What follows belongs to an exercise in optimizing a design on an open flow for small area, a short achievable clock period and few clock cycles per item; a production flow would make more cautious choices.
In this exercise RTL edits were held to simulation tests only and were not proved equivalent to the original.
Power figures rest on the tool's default switching activity, not on a simulated workload. No driver is modelled on the clock port, so clocking that relies on it looks cheaper here than on a real chip.

// modbus_rx
module modbus_rx (
    input  wire       clk,
    input  wire       rst,         
    input  wire       in_valid,
    output wire       in_ready,
    input  wire [7:0] in_data,
    output wire       out_valid,
    input  wire       out_ready,
    output wire [7:0] out_data,
    output wire       out_last
);
==> flow/config.mk <==
export PLATFORM = sky130hd
export DESIGN_NAME = modbus_rx
export DESIGN_NICKNAME = modbus_rx
export VERILOG_FILES = /design/flow/design.v
export SDC_FILE = /design/flow/constraint.sdc
export NUM_CORES = 4
export LEC_CHECK = 0
export ABC_AREA = 1
export CAP_MARGIN = 20
export CORE_MARGIN = 2
export CORE_UTILIZATION = 58
export SLEW_MARGIN = 20
==> flow/constraint.sdc <==
create_clock -name core_clock -period 10.0 [get_ports {clk}]
set_input_delay 2.0000 -clock core_clock [delete_from_list [all_inputs] [get_ports {clk}]]
set_output_delay 2.0000 -clock core_clock [all_outputs]
set_load 0.01 [all_outputs]
standard.sh (not shown) runs the stock make flow with config.mk's settings and CLKGATE_MAP_FILE= SYNTH_SCRIPT=/design/flow/synth_recipe.tcl, a recipe that flattens the netlist after the stock synthesis.
==> flow/flow/run.sh <==
#!/bin/bash
# Own layout flow: the standard ORFS flow (standard.sh), with
#  - clock tree synthesis with larger sink clusters and no dummy loads.
# The SDC, the clock period and every other setting are left as they are.
set -euo pipefail
export CTS_ARGS="-sink_clustering_enable -repair_clock_nets -sink_clustering_size 30 -sink_clustering_max_diameter 80 -dont_use_dummy_load"
bash standard.sh finish SETUP_SLACK_MARGIN=6.9 > standard.log 2>&1
The starting point completed without violations.
Testbench counts at the start, summed over its fixed seeds: cycles 26,792, frames 320.
Rerun with:
--- a/flow/flow/run.sh
+++ b/flow/flow/run.sh
@@ -7 +7 @@
-bash standard.sh finish SETUP_SLACK_MARGIN=6.9 > standard.log 2>&1
+bash standard.sh finish SETUP_SLACK_MARGIN=6.8 > standard.log 2>&1
CORE_UTILIZATION = 40   (was 58)
What happened: The changed run completed without violations. Non-clock buffer count shrinks by 19. Clock-buffer cell count decreases by 1. Worst setup slack is worse by 0.077 ns.
Rerun with:
--- a/flow/flow/run.sh
+++ b/flow/flow/run.sh
@@ -7 +7 @@
-bash standard.sh finish SETUP_SLACK_MARGIN=6.8 > standard.log 2>&1
+bash standard.sh finish SETUP_SLACK_MARGIN=6.9 > standard.log 2>&1
CORE_UTILIZATION = 62   (was 40)
PLACE_DENSITY = 0.92   (was unset)
The changed run finished with timing, DRC and antenna clean.
Via count goes up by 6.2%.
Clock-buffer cell count is unchanged.
Power went up by 2.7%.
Cell area decreases by 0.69%.
Non-clock buffer count grows by 22.
Clock skew is lower by 0.0063 ns.
Critical path depth is unchanged.
Combinational power increases by 20%.
Final cell count is lower by 11%.
Rerun with:
PLACE_DENSITY = 0.68   (was 0.92)
Design area barely changes.
Hold slack is worse by 0.0073 ns.
Via count goes down by 4.6%.
Utilization barely changes.
First-iteration DRC count goes down by 36%.
Worst setup slack is worse by 0.017 ns.
Combinational power goes down by about 10%.
Count of clock-buffer cells in the layout is unchanged.

run A:
The RTL this note starts from:
==> flow/design.v <==
module modbus_rx (
    input  wire       clk,
    input  wire       rst,         
    input  wire       in_valid,
    output wire       in_ready,
    input  wire [7:0] in_data,
    output wire       out_valid,
    input  wire       out_ready,
    output wire [7:0] out_data,
    output wire       out_last
);
    localparam integer L  = 261;       
    localparam integer DA = L - 4;     
    localparam integer TA = DA - 1;    
    localparam integer J  = 16;        
    localparam integer Q  = 10;        
    localparam [1:0] T_OK  = 2'd0;
    localparam [1:0] T_FC  = 2'd1;
    localparam [1:0] T_CRC = 2'd2;
    localparam [8:0] LM1 = L - 1;
    localparam [8:0] LM2 = L - 2;
    reg  [8*L-1:0] ring;
    wire     [7:0] ring_in;
    always @(posedge clk)
        ring <= {ring[8*(L-1)-1:0], ring_in};
    localparam [2:0] P_F0 = 3'd0, P_F1 = 3'd1, P_BC = 3'd2, P_DT = 3'd3,
                     P_CL = 3'd4, P_CH = 3'd5;
    reg        in_rdy;
    reg  [8:0] lw;                 
    reg        lw0;                
    reg        lwl;                
    reg  [2:0] ext;                
    reg  [2:0] pst;                
    reg  [7:0] dc;                 
    reg [15:0] crc;
    reg        lo_mm;              
    reg        fc_ok;
    reg  [8:0] le;                 
    reg        le3, le4;           
    reg        win;                
    assign in_ready = in_rdy;
    wire acc    = in_valid & in_rdy;
    wire ext_wr = (ext != 3'd0) && lw0 && !le4;
    wire [7:0] ext_byte = ext[0] ? crc[7:0] : crc[15:8];    
    assign ring_in = acc ? in_data : ext_wr ? ext_byte : ring[8*L-1 -: 8];
    reg [15:0] crc_next;
    integer i;
    always @* begin
        crc_next = ((pst == P_F0) ? 16'hFFFF : crc) ^ {8'h00, in_data};
        for (i = 0; i < 8; i = i + 1)
            crc_next = crc_next[0] ? ((crc_next >> 1) ^ 16'hA001) : (crc_next >> 1);
    end
    wire last_in  = acc && (pst == P_CH);
    wire crc_bad  = lo_mm || (in_data != crc[15:8]);
    wire ext_set  = last_in && crc_bad;
    wire [1:0] push_type = crc_bad ? T_CRC : (fc_ok ? T_OK : T_FC);
    reg  [1:0] q_mem [0:Q-1];
    reg  [3:0] q_wp, q_rp;
    reg        q_ne;               
    reg        q_full;             
    wire [1:0] q_head = q_mem[q_rp];
    localparam [2:0] E_H0 = 3'd0, E_J0 = 3'd1, E_J1 = 3'd2, E_J2 = 3'd3,
                     E_J3 = 3'd4, E_BD = 3'd5;
    reg  [2:0] est;
    reg  [1:0] etype;
    reg  [8:0] er;                 
    reg        eodd;
    reg  [7:0] ad;                 
    reg        b_emit, b_last, b_end, b_crcz, b_rhi;
    reg  [7:0] ta;
    integer k;
    always @* begin
        ta = ring[8*TA +: 8];
        for (k = 1; k < J; k = k + 1)
            if (le[3:0] == k) ta = ring[8*((TA + k) % L) +: 8];
    end
    wire e_ok  = (etype == T_OK);
    wire e_crc = (etype == T_CRC);
    reg       e_emit, e_last;
    reg [7:0] e_byte;
    always @* begin
        e_emit = 1'b0; e_last = 1'b0; e_byte = 8'h00;
        case (est)
            E_H0: begin e_emit = 1'b1; e_byte = {7'd0, q_head != T_OK}; end
            E_J0: begin e_emit = 1'b1;
                        e_byte = e_ok ? ta : e_crc ? 8'h03 : 8'h04; end
            E_J1: begin e_emit = 1'b1;
                        e_byte = e_ok ? ta : e_crc ? 8'h04 : 8'h00;
                        e_last = !e_ok && !e_crc; end
            E_J2: begin e_emit = e_ok; end
            E_J3: begin e_emit = e_ok; e_byte = {1'b0, ad[7:1]};
                        e_last = (ad[7:1] == 7'd0); end
            default: begin
                e_emit = b_emit;
                e_byte = b_rhi ? ta : ad;
                e_last = b_last;
            end
        endcase
    end
    function [4:0] bflags(input [8:0] x, input ok, input crc, input odd);
        begin
            bflags[4] = ok ? (x > {8'd0, odd}) : crc ? (x <= 9'd4) : 1'b0;      
            bflags[3] = ok ? (odd ? (x == 9'd2) : (x == 9'd1)) : (x == 9'd1);   
            bflags[2] = (x == 9'd1);                                              
            bflags[1] = crc && (x <= 9'd5);                                       
            bflags[0] = crc && (x == 9'd4);                                       
        end
    endfunction
    wire [8:0] bc_ext = {1'b0, ad} + (e_crc ? 9'd4 : 9'd0);
    wire       at_j3  = (est == E_J3);
    wire [8:0] er_n   = at_j3 ? bc_ext : er - 9'd1;
    wire       odd_n  = at_j3 ? ad[0] : eodd;
    wire [4:0] bf_n   = bflags(er_n, e_ok, e_crc, odd_n);
    reg       v0, l0;
    reg [7:0] d0;
    assign out_valid = v0;
    assign out_data  = d0;
    assign out_last  = l0;
    wire blk   = b_crcz && (est == E_BD) && (ext != 3'd0) && !q_ne;
    wire e_can = win && !blk && ((est != E_H0) || q_ne);
    wire load  = !v0 || out_ready;
    wire adv   = e_can && (!e_emit || load);
    wire q_pop = adv && (est == E_H0);
    reg        q_push;             
    reg  [1:0] q_type;
    wire       wr      = acc || ext_wr;
    wire       lw_keep = lw0 && wr;
    wire       lw0_n   = lw_keep || lwl;
    wire       ext0_n  = !ext_set && ((ext == 3'd0) || (ext == 3'd1 && ext_wr));
    wire       le4_n   = adv ? le4 : le3;
    wire [8:0] le_inc  = lwrap(le);
    wire       pst_ch_n = acc ? (pst == P_CL) : (pst == P_CH);
    wire       q_room_n = !pst_ch_n || !q_full;
    wire [3:0] q_wp_inc = (q_wp == Q - 1) ? 4'd0 : q_wp + 4'd1;
    wire [3:0] q_rp_inc = (q_rp == Q - 1) ? 4'd0 : q_rp + 4'd1;
    function [8:0] lwrap(input [8:0] x);
        lwrap = (x == LM1) ? 9'd0 : x + 9'd1;
    endfunction
    always @(posedge clk) begin
        if (rst) begin
            in_rdy <= 1'b1;
            lw     <= 9'd0;
            lw0    <= 1'b1;
            lwl    <= 1'b0;
            ext    <= 3'd0;
            pst    <= P_F0;
            q_wp   <= 4'd0;
            q_rp   <= 4'd0;
            q_ne   <= 1'b0;
            q_full <= 1'b0;
            q_push <= 1'b0;
            est    <= E_H0;
            le     <= (9'd1 - DA[8:0]) + L[8:0];    
            le3    <= 1'b0;
            le4    <= 1'b0;
            win    <= 1'b1;
            v0     <= 1'b0;
        end else begin
            in_rdy <= lw0_n && ext0_n && !le4_n && q_room_n;
            q_push <= last_in;
            lw  <= lw_keep ? 9'd0 : lwrap(lw);
            lw0 <= lw0_n;
            lwl <= !lw_keep && (lw == LM2);
            ext <= ext_set ? 3'd4 : ext_wr ? ext - 3'd1 : ext;
            if (q_push) q_wp <= q_wp_inc;
            if (q_pop)  q_rp <= q_rp_inc;
            case ({q_push, q_pop})
                2'b10: begin q_ne <= 1'b1; q_full <= (q_wp_inc == q_rp); end
                2'b01: begin q_ne <= (q_rp_inc != q_wp); q_full <= 1'b0; end
                default: ;
            endcase
            if (acc) begin
                case (pst)
                    P_F0: pst <= P_F1;
                    P_F1: pst <= P_BC;
                    P_BC: pst <= (in_data == 8'd0) ? P_CL : P_DT;
                    P_DT: if (dc == 8'd1) pst <= P_CL;
                    P_CL: pst <= P_CH;
                    default: pst <= P_F0;
                endcase
            end
            if (adv) begin
                case (est)
                    E_H0: est <= E_J0;
                    E_J0: est <= E_J1;
                    E_J1: est <= E_J2;
                    E_J2: est <= E_J3;
                    E_J3: est <= (bc_ext == 9'd0) ? E_H0 : E_BD;
                    default: if (b_end) est <= E_H0;
                endcase
            end else begin
                le  <= le_inc;
                le3 <= (le == 9'd2);
                le4 <= le3;
                win <= (le_inc < J);
            end
            if (load) v0 <= e_can && e_emit;
        end
        if (acc) begin
            if (pst != P_CL && pst != P_CH) crc <= crc_next;
            if (pst == P_F1) fc_ok <= (in_data == 8'h03) || (in_data == 8'h04);
            if (pst == P_BC) dc <= in_data;
            if (pst == P_DT) dc <= dc - 8'd1;
            if (pst == P_CL) lo_mm <= (in_data != crc[7:0]);
        end
        q_type <= push_type;
        if (q_push) q_mem[q_wp] <= q_type;
        if (adv) begin
            if (!(est == E_BD && b_rhi)) ad <= ta;
            if (est == E_H0) etype <= q_head;
            if (at_j3 || est == E_BD) begin
                er   <= er_n;
                eodd <= odd_n;
                {b_emit, b_last, b_end, b_crcz, b_rhi} <= bf_n;
            end
        end
        if (rst) begin
            d0 <= 8'h00;
            l0 <= 1'b0;
        end else if (load) begin
            d0 <= e_byte;
            l0 <= e_last;
        end
    end
endmodule
export LEC_CHECK = 0
export ABC_AREA = 1
export CAP_MARGIN = 20
export CORE_MARGIN = 2
export CORE_UTILIZATION = 66
export SLEW_MARGIN = 20
create_clock -name core_clock -period 10.0 [get_ports {clk}]
==> flow/flow/run.sh <==
#!/bin/bash
# Own layout flow: the standard ORFS flow (standard.sh), with
#  - clock tree synthesis with larger sink clusters and no dummy loads.
# The SDC, the clock period and every other setting are left as they are.
set -euo pipefail
export CTS_ARGS="-sink_clustering_enable -repair_clock_nets -sink_clustering_size 30 -sink_clustering_max_diameter 80 -dont_use_dummy_load"
bash standard.sh finish SETUP_SLACK_MARGIN=6.9 > standard.log 2>&1
Run A | stages: all done | timing, DRC, antenna: all pass
Testbench counts of run A, summed over its fixed seeds: cycles 26,792, frames 320.
Input changes introduced in run B (baseline for comparison: run A):
diff --git a/flow/config.mk b/flow/config.mk
--- a/flow/config.mk
+++ b/flow/config.mk
@@ -11 +11,2 @@
-export CORE_UTILIZATION = 66
+export CORE_UTILIZATION = 62
+export PLACE_DENSITY = 0.78
Notes after the runs:
Run B vs. run A: clock group share of total power went down by 0.2 points. Final hold slack was higher in run B than in run A. Delta (run B minus run A): overall power consumption shrank by about 1%, worst setup slack rose by 0.0046 ns, fraction of final layout cells with drive strength greater than 1 shrank by 0.31 points. Number of standard-cell rows in the floorplan for run B: 3 up relative to run A. Any difference in final area between run A and run B is small enough to ignore.
The following lists how run C was set up differently from run B:
diff --git a/flow/config.mk b/flow/config.mk
--- a/flow/config.mk
+++ b/flow/config.mk
@@ -11,2 +11 @@
-export CORE_UTILIZATION = 62
-export PLACE_DENSITY = 0.78
+export CORE_UTILIZATION = 40
--- outcome ---
Of run C and run B, it is run C that has the higher post-route clock period utilization.
Going from run B to run C, combinational fraction of design power roughly the same, number of antenna violations at the first check in global routing higher, die width higher.
Compared with run B, run C instantiates a larger number of standard cells.
Run C vs. run B: power per cell area moved down; final critical path time including I/O delays and setup moved up.
Edits applied to the flow inputs when going from run C to run D:
diff --git a/flow/config.mk b/flow/config.mk
--- a/flow/config.mk
+++ b/flow/config.mk
@@ -11 +11,2 @@
-export CORE_UTILIZATION = 40
+export CORE_UTILIZATION = 62
+export PLACE_DENSITY = 0.85
## What came out
The final layouts of run C and run D pass the timing, DRC and antenna checks. Run C → run D: total number of multi-input combinational cells now sits at about the same level, sequential share of cell area now sits higher, die extent in y now sits lower. Run D vs run C — area used by multi-input combinational logic rose about 1.2%. Diff run C -> run D: global-route wire length before repair +about 16%; setup slack +0.028 ns.

-- afterwards: timing with drivers on the ports --
In the flow no input, the clock included, has a driving cell. The finished layouts below were timed again as built, in two steps.
Step 1 assumes that a clkbuf_16 drives the clock port and a buf_2 every other input.
Step 2 adds t to the input delays and takes it off the output delays; t is the mean of the earliest and latest rising clock arrival at the registers after step 1. Input paths then give back, and output paths get back, about the clock's delay inside the block.
a / b / c = ideal / step 1 / step 2; a / b = the first two.
run	t, ns	slack for setup (ns)	cell pins on the clock port's net
the first run of note 1	0.689	6.908 / 6.847 / 6.254	1
the second run of note 1	0.700	6.831 / 6.767 / 6.109	1
the third run of note 1	0.699	6.871 / 6.805 / 6.222	1
the fourth run of note 1	0.673	6.854 / 6.796 / 6.326	1
run A	0.689	6.874 / 6.806 / 6.260	1
run B	0.705	6.879 / 6.812 / 6.290	1
run C	0.698	6.820 / 6.756 / 6.195	1
run D	0.693	6.848 / 6.780 / 6.232	1
After both steps setup and hold are still met in every run listed. For the second run of note 1, which loses most, drivers alone change the setup slack by -0.064 ns; drivers and shift together by -0.722 ns.
